Context: an optimization exercise on an open-source flow, tuned for small area, a short achievable clock period and few clock cycles per item. The choices shown serve that exercise and are no tape-out recipe. RTL that was checked went through simulation tests only; none was proved equivalent to the original.

==> module ntc_temp, before the edit <==
module ntc_temp (
    input  wire        clk,
    input  wire        rst,
    input  wire        start,
    input  wire [15:0] vref,
    input  wire [15:0] vntc,
    input  wire [31:0] toff,
    output wire        ready,
    output wire        done,
    output reg         err,
    output reg  [31:0] result
);
    localparam [2:0] S_IDLE = 3'd0, S_NORM = 3'd1, S_LN = 3'd2, S_DIV = 3'd3, S_FIN = 3'd4, S_DONE = 3'd5;
    localparam [36:0] K1M  = 37'd45713176761;    
    localparam [36:0] LN2  = 37'd2977044472;     
    localparam [36:0] NLN2 = ~LN2 + 37'd1;       
    localparam [37:0] NC273 = ~38'd17901158 + 38'd1;   
    reg  [2:0]  state;
    reg  [4:0]  k;
    reg  [37:0] g;         
    reg  [15:0] t;
    reg  [36:0] acc;       
    reg  [13:0] q;         
    wire [29:0] qq = {t, q};
    wire is_idle = (state == S_IDLE);
    wire is_norm = (state == S_NORM);
    wire is_ln   = (state == S_LN);
    wire is_div  = (state == S_DIV);
    wire is_fin  = (state == S_FIN);
    wire is_done = (state == S_DONE);
    assign ready = is_idle | is_done;
    assign done  = is_done;
    wire a_zero = (g[26:11] == 16'd0);
    wire b_zero = (t == 16'd0);
    wire a_n    = g[26];
    wire b_n    = t[15];
    wire init   = is_norm & a_n & b_n;
    wire a_ge_b = (g[26:11] >= t);
    function [36:0] lnc;
        input [4:0] kk;
        begin
            case (kk)
                5'd0:  lnc = 37'd2977044472;
                5'd1:  lnc = 37'd1741459379;
                5'd2:  lnc = 37'd958394255;
                5'd3:  lnc = 37'd505874286;
                5'd4:  lnc = 37'd260380768;
                5'd5:  lnc = 37'd132163268;
                5'd6:  lnc = 37'd66589974;
                5'd7:  lnc = 37'd33424039;
                5'd8:  lnc = 37'd16744533;
                5'd9:  lnc = 37'd8380427;
                5'd10: lnc = 37'd4192257;
                5'd11: lnc = 37'd2096640;
                5'd12: lnc = 37'd1048448;
                5'd13: lnc = 37'd524256;
                5'd14: lnc = 37'd262136;
                5'd15: lnc = 37'd131070;
                default: lnc = 37'd1 << (6'd32 - {1'b0, kk});
            endcase
        end
    endfunction
    reg [4:0] kstop;
    always @(*) begin
        casez (acc[36:29])
            8'b1???????: kstop = 5'd16;
            8'b011?????: kstop = 5'd17;
            8'b010?????: kstop = 5'd18;
            8'b0011????: kstop = 5'd19;
            8'b0010????: kstop = 5'd20;
            8'b00011???: kstop = 5'd21;
            8'b00010???: kstop = 5'd22;
            8'b000011??: kstop = 5'd23;
            8'b000010??: kstop = 5'd24;
            8'b0000011?: kstop = 5'd25;
            8'b0000010?: kstop = 5'd27;
            8'b00000011: kstop = 5'd28;
            8'b00000010: kstop = 5'd29;
            default:     kstop = 5'd30;
        endcase
    end
    wire last = is_ln & (k >= kstop);
    reg [37:0] rem0;
    reg [6:0]  mark;
    always @(*) begin
        if      (acc >= 37'd56908316672) begin rem0 = 38'd113413980160; mark = 7'b1000000; end
        else if (acc >= 37'd28454158336) begin rem0 = 38'd56706990080;  mark = 7'b0100000; end
        else if (acc >= 37'd14227079168) begin rem0 = 38'd28353495040;  mark = 7'b0010000; end
        else if (acc >= 37'd7113539584)  begin rem0 = 38'd14176747520;  mark = 7'b0001000; end
        else if (acc >= 37'd3556769792)  begin rem0 = 38'd7088373760;   mark = 7'b0000100; end
        else if (acc >= 37'd1778384896)  begin rem0 = 38'd3544186880;   mark = 7'b0000010; end
        else                             begin rem0 = 38'd1772093440;   mark = 7'b0000001; end
    end
    wire [29:0] shl = g[29:0] >> k[3:0];    
    wire [37:0] sh  = (k[4] == 1'b0) ? {8'd0, shl} : 38'd0;
    wire [37:0] cen = 38'd1 << (5'd31 - k);
    wire [37:0] x2  = (is_ln | is_norm) ? sh :
                      is_div ? ~cen :
                      {8'd0, qq};
    wire [37:0] m   = is_div ? {1'b0, acc} :
                      is_fin ? {6'd0, result} :
                      (is_ln | a_ge_b) ? {10'd0, t, 12'd0} : {11'd0, t, 11'd0};
    wire [37:0] mn  = ~m;
    wire [37:0] sv  = g ^ x2 ^ mn;
    wire [37:0] cv  = (g & x2) | (g & mn) | (x2 & mn);
    wire [37:0] s   = sv + {cv[36:0], is_div} + 38'd1;
    wire        take = ~s[37];
    wire [36:0] acc_add = acc + ((is_norm & ~init) ? (a_n ? LN2 : NLN2) : lnc(k));
    always @(posedge clk) begin
        if (rst) begin
            state <= S_IDLE;
        end else begin
            case (state)
                S_IDLE, S_DONE: state <= start ? S_NORM : S_IDLE;
                S_FIN: state <= S_DONE;
                S_NORM: begin
                    if (a_zero | b_zero) begin
                        err   <= 1'b1;
                        state <= S_DONE;
                    end else if (init) begin
                        state <= S_LN;
                    end
                end
                S_LN:  if (last) state <= S_DIV;
                S_DIV: if (qq[29]) begin
                    err   <= 1'b0;
                    state <= S_FIN;
                end
                default: state <= S_IDLE;
            endcase
        end
    end
    always @(posedge clk) begin
        if (ready)
            g <= {11'd0, vntc, 11'd0};
        else if (last)
            g <= rem0;
        else if (is_div & qq[29])
            g <= NC273;
        else if (is_norm & ~init) begin
            if (~a_n) g <= {g[36:0], 1'b0};
        end else if (take | init)
            g <= {s[36:0], 1'b0};
        else
            g <= {g[36:0], 1'b0};
        if (ready)
            t <= vref;
        else if (init)
            t <= g[26:11];
        else if (last)
            t <= 16'd0;
        else if ((is_norm & ~b_n) | is_div)
            t <= {t[14:0], is_div & q[13]};
        if (ready)
            acc <= K1M;
        else if ((is_norm & ~init & (a_n ^ b_n)) | (init & a_ge_b) | (is_ln & take))
            acc <= acc_add;
        if (ready)
            k <= 5'd0;
        else if (init | (is_ln & ~last))
            k <= k + 5'd1;
        if (last)
            q <= {7'd0, mark};
        else
            q <= {q[12:0], take & is_div};
        if (ready)
            result <= toff;
        else if (is_fin)
            result <= s[31:0];
    end
endmodule
clock: 11.0 ns
lec_check: 0
cap_margin: 20
core_margin: 2
core_utilization: 40
cts_buf_list: sky130_fd_sc_hd__clkbuf_8
place_density: 0.6
setup_slack_margin: 5
slew_margin: 20
run.sh (not shown) runs the stock make flow with config.mk's settings and CLKGATE_MAP_FILE= SYNTH_SCRIPT=/design/flow/synth_recipe.tcl, a recipe that flattens the netlist after the stock synthesis.
==> next run, changes <==
--- a/flow/design.v
+++ b/flow/design.v
@@ -28,16 +28,16 @@
     wire is_div  = (state == S_DIV);
     wire is_fin  = (state == S_FIN);
     wire is_done = (state == S_DONE);
     assign ready = is_idle | is_done;
     assign done  = is_done;
-    wire a_zero = (g[26:11] == 16'd0);
+    wire a_zero = (g[32:17] == 16'd0);
     wire b_zero = (t == 16'd0);
-    wire a_n    = g[26];
+    wire a_n    = g[32];
     wire b_n    = t[15];
     wire init   = is_norm & a_n & b_n;
-    wire a_ge_b = (g[26:11] >= t);
+    wire a_ge_b = (g[32:17] >= t);
     function [36:0] lnc;
         input [4:0] kk;
         begin
             case (kk)
                 5'd0:  lnc = 37'd2977044472;
@@ -89,19 +89,18 @@
         else if (acc >= 37'd7113539584)  begin rem0 = 38'd14176747520;  mark = 7'b0001000; end
         else if (acc >= 37'd3556769792)  begin rem0 = 38'd7088373760;   mark = 7'b0000100; end
         else if (acc >= 37'd1778384896)  begin rem0 = 38'd3544186880;   mark = 7'b0000010; end
         else                             begin rem0 = 38'd1772093440;   mark = 7'b0000001; end
     end
-    wire [29:0] shl = g[29:0] >> k[3:0];    
-    wire [37:0] sh  = (k[4] == 1'b0) ? {8'd0, shl} : 38'd0;
+    wire [37:0] sh  = (k[4] == 1'b0) ? (g >> k[3:0]) : 38'd0;
     wire [37:0] cen = 38'd1 << (5'd31 - k);
     wire [37:0] x2  = (is_ln | is_norm) ? sh :
                       is_div ? ~cen :
                       {8'd0, qq};
     wire [37:0] m   = is_div ? {1'b0, acc} :
                       is_fin ? {6'd0, result} :
-                      (is_ln | a_ge_b) ? {10'd0, t, 12'd0} : {11'd0, t, 11'd0};
+                      (is_ln | a_ge_b) ? {4'd0, t, 18'd0} : {5'd0, t, 17'd0};
     wire [37:0] mn  = ~m;
     wire [37:0] sv  = g ^ x2 ^ mn;
     wire [37:0] cv  = (g & x2) | (g & mn) | (x2 & mn);
     wire [37:0] s   = sv + {cv[36:0], is_div} + 38'd1;
     wire        take = ~s[37];
@@ -130,11 +129,11 @@
             endcase
         end
     end
     always @(posedge clk) begin
         if (ready)
-            g <= {11'd0, vntc, 11'd0};
+            g <= {5'd0, vntc, 17'd0};
         else if (last)
             g <= rem0;
         else if (is_div & qq[29])
             g <= NC273;
         else if (is_norm & ~init) begin
@@ -144,11 +143,11 @@
         else
             g <= {g[36:0], 1'b0};
         if (ready)
             t <= vref;
         else if (init)
-            t <= g[26:11];
+            t <= g[32:17];
         else if (last)
             t <= 16'd0;
         else if ((is_norm & ~b_n) | is_div)
             t <= {t[14:0], is_div & q[13]};
         if (ready)
Effect:
- The changed run went through all stages and came out clean
- cell area rises by 1.0%
- routed wire length rises by 4.2%
- register-to-register slack gains 300 ps
- clock-buffer cell count rises by 1
- final cell count rises by 2.4%
- global-route usage hardly moves
- worst setup slack gains 300 ps
- synthesized area rises by 5.0%
- first-iteration DRC count falls by 2.2%
- worst hold slack gains 3.6 ps
- via count rises by 4.0%
- sequential share of layout area falls by 0.15 points
- synthesized cell count rises by 5.3%
Testbench counts after the change, summed over its fixed seeds: cycles 75,647, items 1,600.
For the first run of this note, only the layout was checked, not whether the RTL still works.


The RTL this note starts from:
==> flow/design.v <==
module ntc_temp (
    input  wire        clk,
    input  wire        rst,
    input  wire        start,
    input  wire [15:0] vref,
    input  wire [15:0] vntc,
    input  wire [31:0] toff,
    output wire        ready,
    output wire        done,
    output reg         err,
    output reg  [31:0] result
);
    localparam [2:0] S_IDLE = 3'd0, S_NORM = 3'd1, S_LN = 3'd2, S_DIV = 3'd3, S_FIN = 3'd4, S_DONE = 3'd5;
    localparam [36:0] K1M  = 37'd45713176761;    
    localparam [36:0] LN2  = 37'd2977044472;     
    localparam [36:0] NLN2 = ~LN2 + 37'd1;       
    localparam [37:0] NC273 = ~38'd17901158 + 38'd1;   
    reg  [2:0]  state;
    reg  [4:0]  k;
    reg  [37:0] g;         
    reg  [15:0] t;
    reg  [36:0] acc;       
    reg  [13:0] q;         
    wire [29:0] qq = {t, q};
    wire is_idle = (state == S_IDLE);
    wire is_norm = (state == S_NORM);
    wire is_ln   = (state == S_LN);
    wire is_div  = (state == S_DIV);
    wire is_fin  = (state == S_FIN);
    wire is_done = (state == S_DONE);
    assign ready = is_idle | is_done;
    assign done  = is_done;
    wire a_zero = (g[26:11] == 16'd0);
    wire b_zero = (t == 16'd0);
    wire a_n    = g[26];
    wire b_n    = t[15];
    wire init   = is_norm & a_n & b_n;
    wire a_ge_b = (g[26:11] >= t);
    function [36:0] lnc;
        input [4:0] kk;
        begin
            case (kk)
                5'd0:  lnc = 37'd2977044472;
                5'd1:  lnc = 37'd1741459379;
                5'd2:  lnc = 37'd958394255;
                5'd3:  lnc = 37'd505874286;
                5'd4:  lnc = 37'd260380768;
                5'd5:  lnc = 37'd132163268;
                5'd6:  lnc = 37'd66589974;
                5'd7:  lnc = 37'd33424039;
                5'd8:  lnc = 37'd16744533;
                5'd9:  lnc = 37'd8380427;
                5'd10: lnc = 37'd4192257;
                5'd11: lnc = 37'd2096640;
                5'd12: lnc = 37'd1048448;
                5'd13: lnc = 37'd524256;
                5'd14: lnc = 37'd262136;
                5'd15: lnc = 37'd131070;
                default: lnc = 37'd1 << (6'd32 - {1'b0, kk});
            endcase
        end
    endfunction
    reg [4:0] kstop;
    always @(*) begin
        casez (acc[36:29])
            8'b1???????: kstop = 5'd16;
            8'b011?????: kstop = 5'd17;
            8'b010?????: kstop = 5'd18;
            8'b0011????: kstop = 5'd19;
            8'b0010????: kstop = 5'd20;
            8'b00011???: kstop = 5'd21;
            8'b00010???: kstop = 5'd22;
            8'b000011??: kstop = 5'd23;
            8'b000010??: kstop = 5'd24;
            8'b0000011?: kstop = 5'd25;
            8'b0000010?: kstop = 5'd27;
            8'b00000011: kstop = 5'd28;
            8'b00000010: kstop = 5'd29;
            default:     kstop = 5'd30;
        endcase
    end
    wire last = is_ln & (k >= kstop);
    reg [37:0] rem0;
    reg [6:0]  mark;
    always @(*) begin
        if      (acc >= 37'd56908316672) begin rem0 = 38'd113413980160; mark = 7'b1000000; end
        else if (acc >= 37'd28454158336) begin rem0 = 38'd56706990080;  mark = 7'b0100000; end
        else if (acc >= 37'd14227079168) begin rem0 = 38'd28353495040;  mark = 7'b0010000; end
        else if (acc >= 37'd7113539584)  begin rem0 = 38'd14176747520;  mark = 7'b0001000; end
        else if (acc >= 37'd3556769792)  begin rem0 = 38'd7088373760;   mark = 7'b0000100; end
        else if (acc >= 37'd1778384896)  begin rem0 = 38'd3544186880;   mark = 7'b0000010; end
        else                             begin rem0 = 38'd1772093440;   mark = 7'b0000001; end
    end
    wire [29:0] shl = g[29:0] >> k[3:0];    
    wire [37:0] sh  = (k[4] == 1'b0) ? {8'd0, shl} : 38'd0;
    wire [37:0] cen = 38'd1 << (5'd31 - k);
    wire [37:0] x2  = (is_ln | is_norm) ? sh :
                      is_div ? ~cen :
                      {8'd0, qq};
    wire [37:0] m   = is_div ? {1'b0, acc} :
                      is_fin ? {6'd0, result} :
                      (is_ln | a_ge_b) ? {10'd0, t, 12'd0} : {11'd0, t, 11'd0};
    wire [37:0] mn  = ~m;
    wire [37:0] sv  = g ^ x2 ^ mn;
    wire [37:0] cv  = (g & x2) | (g & mn) | (x2 & mn);
    wire [37:0] s   = sv + {cv[36:0], is_div} + 38'd1;
    wire        take = ~s[37];
    wire [36:0] acc_add = acc + ((is_norm & ~init) ? (a_n ? LN2 : NLN2) : lnc(k));
    always @(posedge clk) begin
        if (rst) begin
            state <= S_IDLE;
        end else begin
            case (state)
                S_IDLE, S_DONE: state <= start ? S_NORM : S_IDLE;
                S_FIN: state <= S_DONE;
                S_NORM: begin
                    if (a_zero | b_zero) begin
                        err   <= 1'b1;
                        state <= S_DONE;
                    end else if (init) begin
                        state <= S_LN;
                    end
                end
                S_LN:  if (last) state <= S_DIV;
                S_DIV: if (qq[29]) begin
                    err   <= 1'b0;
                    state <= S_FIN;
                end
                default: state <= S_IDLE;
            endcase
        end
    end
    always @(posedge clk) begin
        if (ready)
            g <= {11'd0, vntc, 11'd0};
        else if (last)
            g <= rem0;
        else if (is_div & qq[29])
            g <= NC273;
        else if (is_norm & ~init) begin
            if (~a_n) g <= {g[36:0], 1'b0};
        end else if (take | init)
            g <= {s[36:0], 1'b0};
        else
            g <= {g[36:0], 1'b0};
        if (ready)
            t <= vref;
        else if (init)
            t <= g[26:11];
        else if (last)
            t <= 16'd0;
        else if ((is_norm & ~b_n) | is_div)
            t <= {t[14:0], is_div & q[13]};
        if (ready)
            acc <= K1M;
        else if ((is_norm & ~init & (a_n ^ b_n)) | (init & a_ge_b) | (is_ln & take))
            acc <= acc_add;
        if (ready)
            k <= 5'd0;
        else if (init | (is_ln & ~last))
            k <= k + 5'd1;
        if (last)
            q <= {7'd0, mark};
        else
            q <= {q[12:0], take & is_div};
        if (ready)
            result <= toff;
        else if (is_fin)
            result <= s[31:0];
    end
endmodule
Settings: LEC_CHECK=0, CAP_MARGIN=20, CORE_MARGIN=2, CORE_UTILIZATION=40, PLACE_DENSITY=0.6, SETUP_SLACK_MARGIN=5, SLEW_MARGIN=20; clock period 11.0 ns.
Change:
--- a/flow/design.v
+++ b/flow/design.v
@@ -27,18 +27,18 @@
     wire is_ln   = (state == S_LN);
     wire is_div  = (state == S_DIV);
     wire is_fin  = (state == S_FIN);
     wire is_done = (state == S_DONE);
     assign ready = is_idle | is_done;
     assign done  = is_done;
-    wire a_zero = (g[26:11] == 16'd0);
+    wire a_zero = (g[32:17] == 16'd0);
     wire b_zero = (t == 16'd0);
-    wire a_n    = g[26];
+    wire a_n    = g[32];
     wire b_n    = t[15];
     wire init   = is_norm & a_n & b_n;
-    wire a_ge_b = (g[26:11] >= t);
+    wire a_ge_b = (g[32:17] >= t);
     function [36:0] lnc;
         input [4:0] kk;
         begin
             case (kk)
                 5'd0:  lnc = 37'd2977044472;
                 5'd1:  lnc = 37'd1741459379;
@@ -88,21 +88,20 @@
         else if (acc >= 37'd14227079168) begin rem0 = 38'd28353495040;  mark = 7'b0010000; end
         else if (acc >= 37'd7113539584)  begin rem0 = 38'd14176747520;  mark = 7'b0001000; end
         else if (acc >= 37'd3556769792)  begin rem0 = 38'd7088373760;   mark = 7'b0000100; end
         else if (acc >= 37'd1778384896)  begin rem0 = 38'd3544186880;   mark = 7'b0000010; end
         else                             begin rem0 = 38'd1772093440;   mark = 7'b0000001; end
     end
-    wire [29:0] shl = g[29:0] >> k[3:0];    
-    wire [37:0] sh  = (k[4] == 1'b0) ? {8'd0, shl} : 38'd0;
+    wire [37:0] sh  = (k[4] == 1'b0) ? (g >> k[3:0]) : 38'd0;
     wire [37:0] cen = 38'd1 << (5'd31 - k);
     wire [37:0] x2  = (is_ln | is_norm) ? sh :
                       is_div ? ~cen :
                       {8'd0, qq};
     wire [37:0] m   = is_div ? {1'b0, acc} :
                       is_fin ? {6'd0, result} :
-                      (is_ln | a_ge_b) ? {10'd0, t, 12'd0} : {11'd0, t, 11'd0};
+                      (is_ln | a_ge_b) ? {4'd0, t, 18'd0} : {5'd0, t, 17'd0};
     wire [37:0] mn  = ~m;
     wire [37:0] sv  = g ^ x2 ^ mn;
     wire [37:0] cv  = (g & x2) | (g & mn) | (x2 & mn);
     wire [37:0] s   = sv + {cv[36:0], is_div} + 38'd1;
     wire        take = ~s[37];
     wire [36:0] acc_add = acc + ((is_norm & ~init) ? (a_n ? LN2 : NLN2) : lnc(k));
@@ -129,13 +128,13 @@
                 default: state <= S_IDLE;
             endcase
         end
     end
     always @(posedge clk) begin
         if (ready)
-            g <= {11'd0, vntc, 11'd0};
+            g <= {5'd0, vntc, 17'd0};
         else if (last)
             g <= rem0;
         else if (is_div & qq[29])
             g <= NC273;
         else if (is_norm & ~init) begin
             if (~a_n) g <= {g[36:0], 1'b0};
@@ -143,13 +142,13 @@
             g <= {s[36:0], 1'b0};
         else
             g <= {g[36:0], 1'b0};
         if (ready)
             t <= vref;
         else if (init)
-            t <= g[26:11];
+            t <= g[32:17];
         else if (last)
             t <= 16'd0;
         else if ((is_norm & ~b_n) | is_div)
             t <= {t[14:0], is_div & q[13]};
         if (ready)
             acc <= K1M;
Global-route usage increases by 0.17 points; non-clock buffer count falls by 17; maximum frequency rises by 2.7%; worst setup slack improves by 160 ps; first-iteration DRC count grows by 0.50%; critical path depth went up by 7; hold slack gains 3.8 ps; cell area rose by 0.94%; synthesized area rises by 5.0%; utilization fell by 2.1 points; clock skew hardly moves; die area came out higher by 4.9%.
Testbench counts after the change, summed over its fixed seeds: cycles 75,647, items 1,600.
For the first run of this note, only the layout was checked, not whether the RTL still works.

what the ideal ports hide:
How much do the figures lean on ideal ports? The routed layouts below were timed once more, with nothing changed but the port constraints.
Step 1 sets driving cells, clkbuf_16 on the clock port and buf_2 on the other inputs (assumed; they add their load-dependent delay and slew).
Step 2 moves the port delays by t, midway between the first and last clock arrival at a register: inputs arrive t later, outputs are due t later. That takes back most of the time a late clock gives input paths.
Three values: no drivers, after step 1, after step 2; two values: the first two.
| run | t (ns) | slack for setup (ns) | hold slack, ns | worst setup path at the end | worst register clock-pin slew, ns |
|---|---|---|---|---|---|
| the first run of note 1 | 0.587 | 4.872 / 4.872 / 4.872 | 0.462 / 0.462 / 0.462 | register to register | 0.10 / 0.10 |
| the second run of note 1 | 0.645 | 5.174 / 5.174 / 5.174 | 0.466 / 0.466 / 0.466 | register to register | 0.11 / 0.11 |
| the first run of note 2 | 0.524 | 4.987 / 4.987 / 4.987 | 0.457 / 0.457 / 0.457 | register to register | 0.07 / 0.07 |
| the second run of note 2 | 0.558 | 5.146 / 5.146 / 5.146 | 0.460 / 0.460 / 0.460 | register to register | 0.08 / 0.08 |
After both steps every run listed still meets setup and hold.
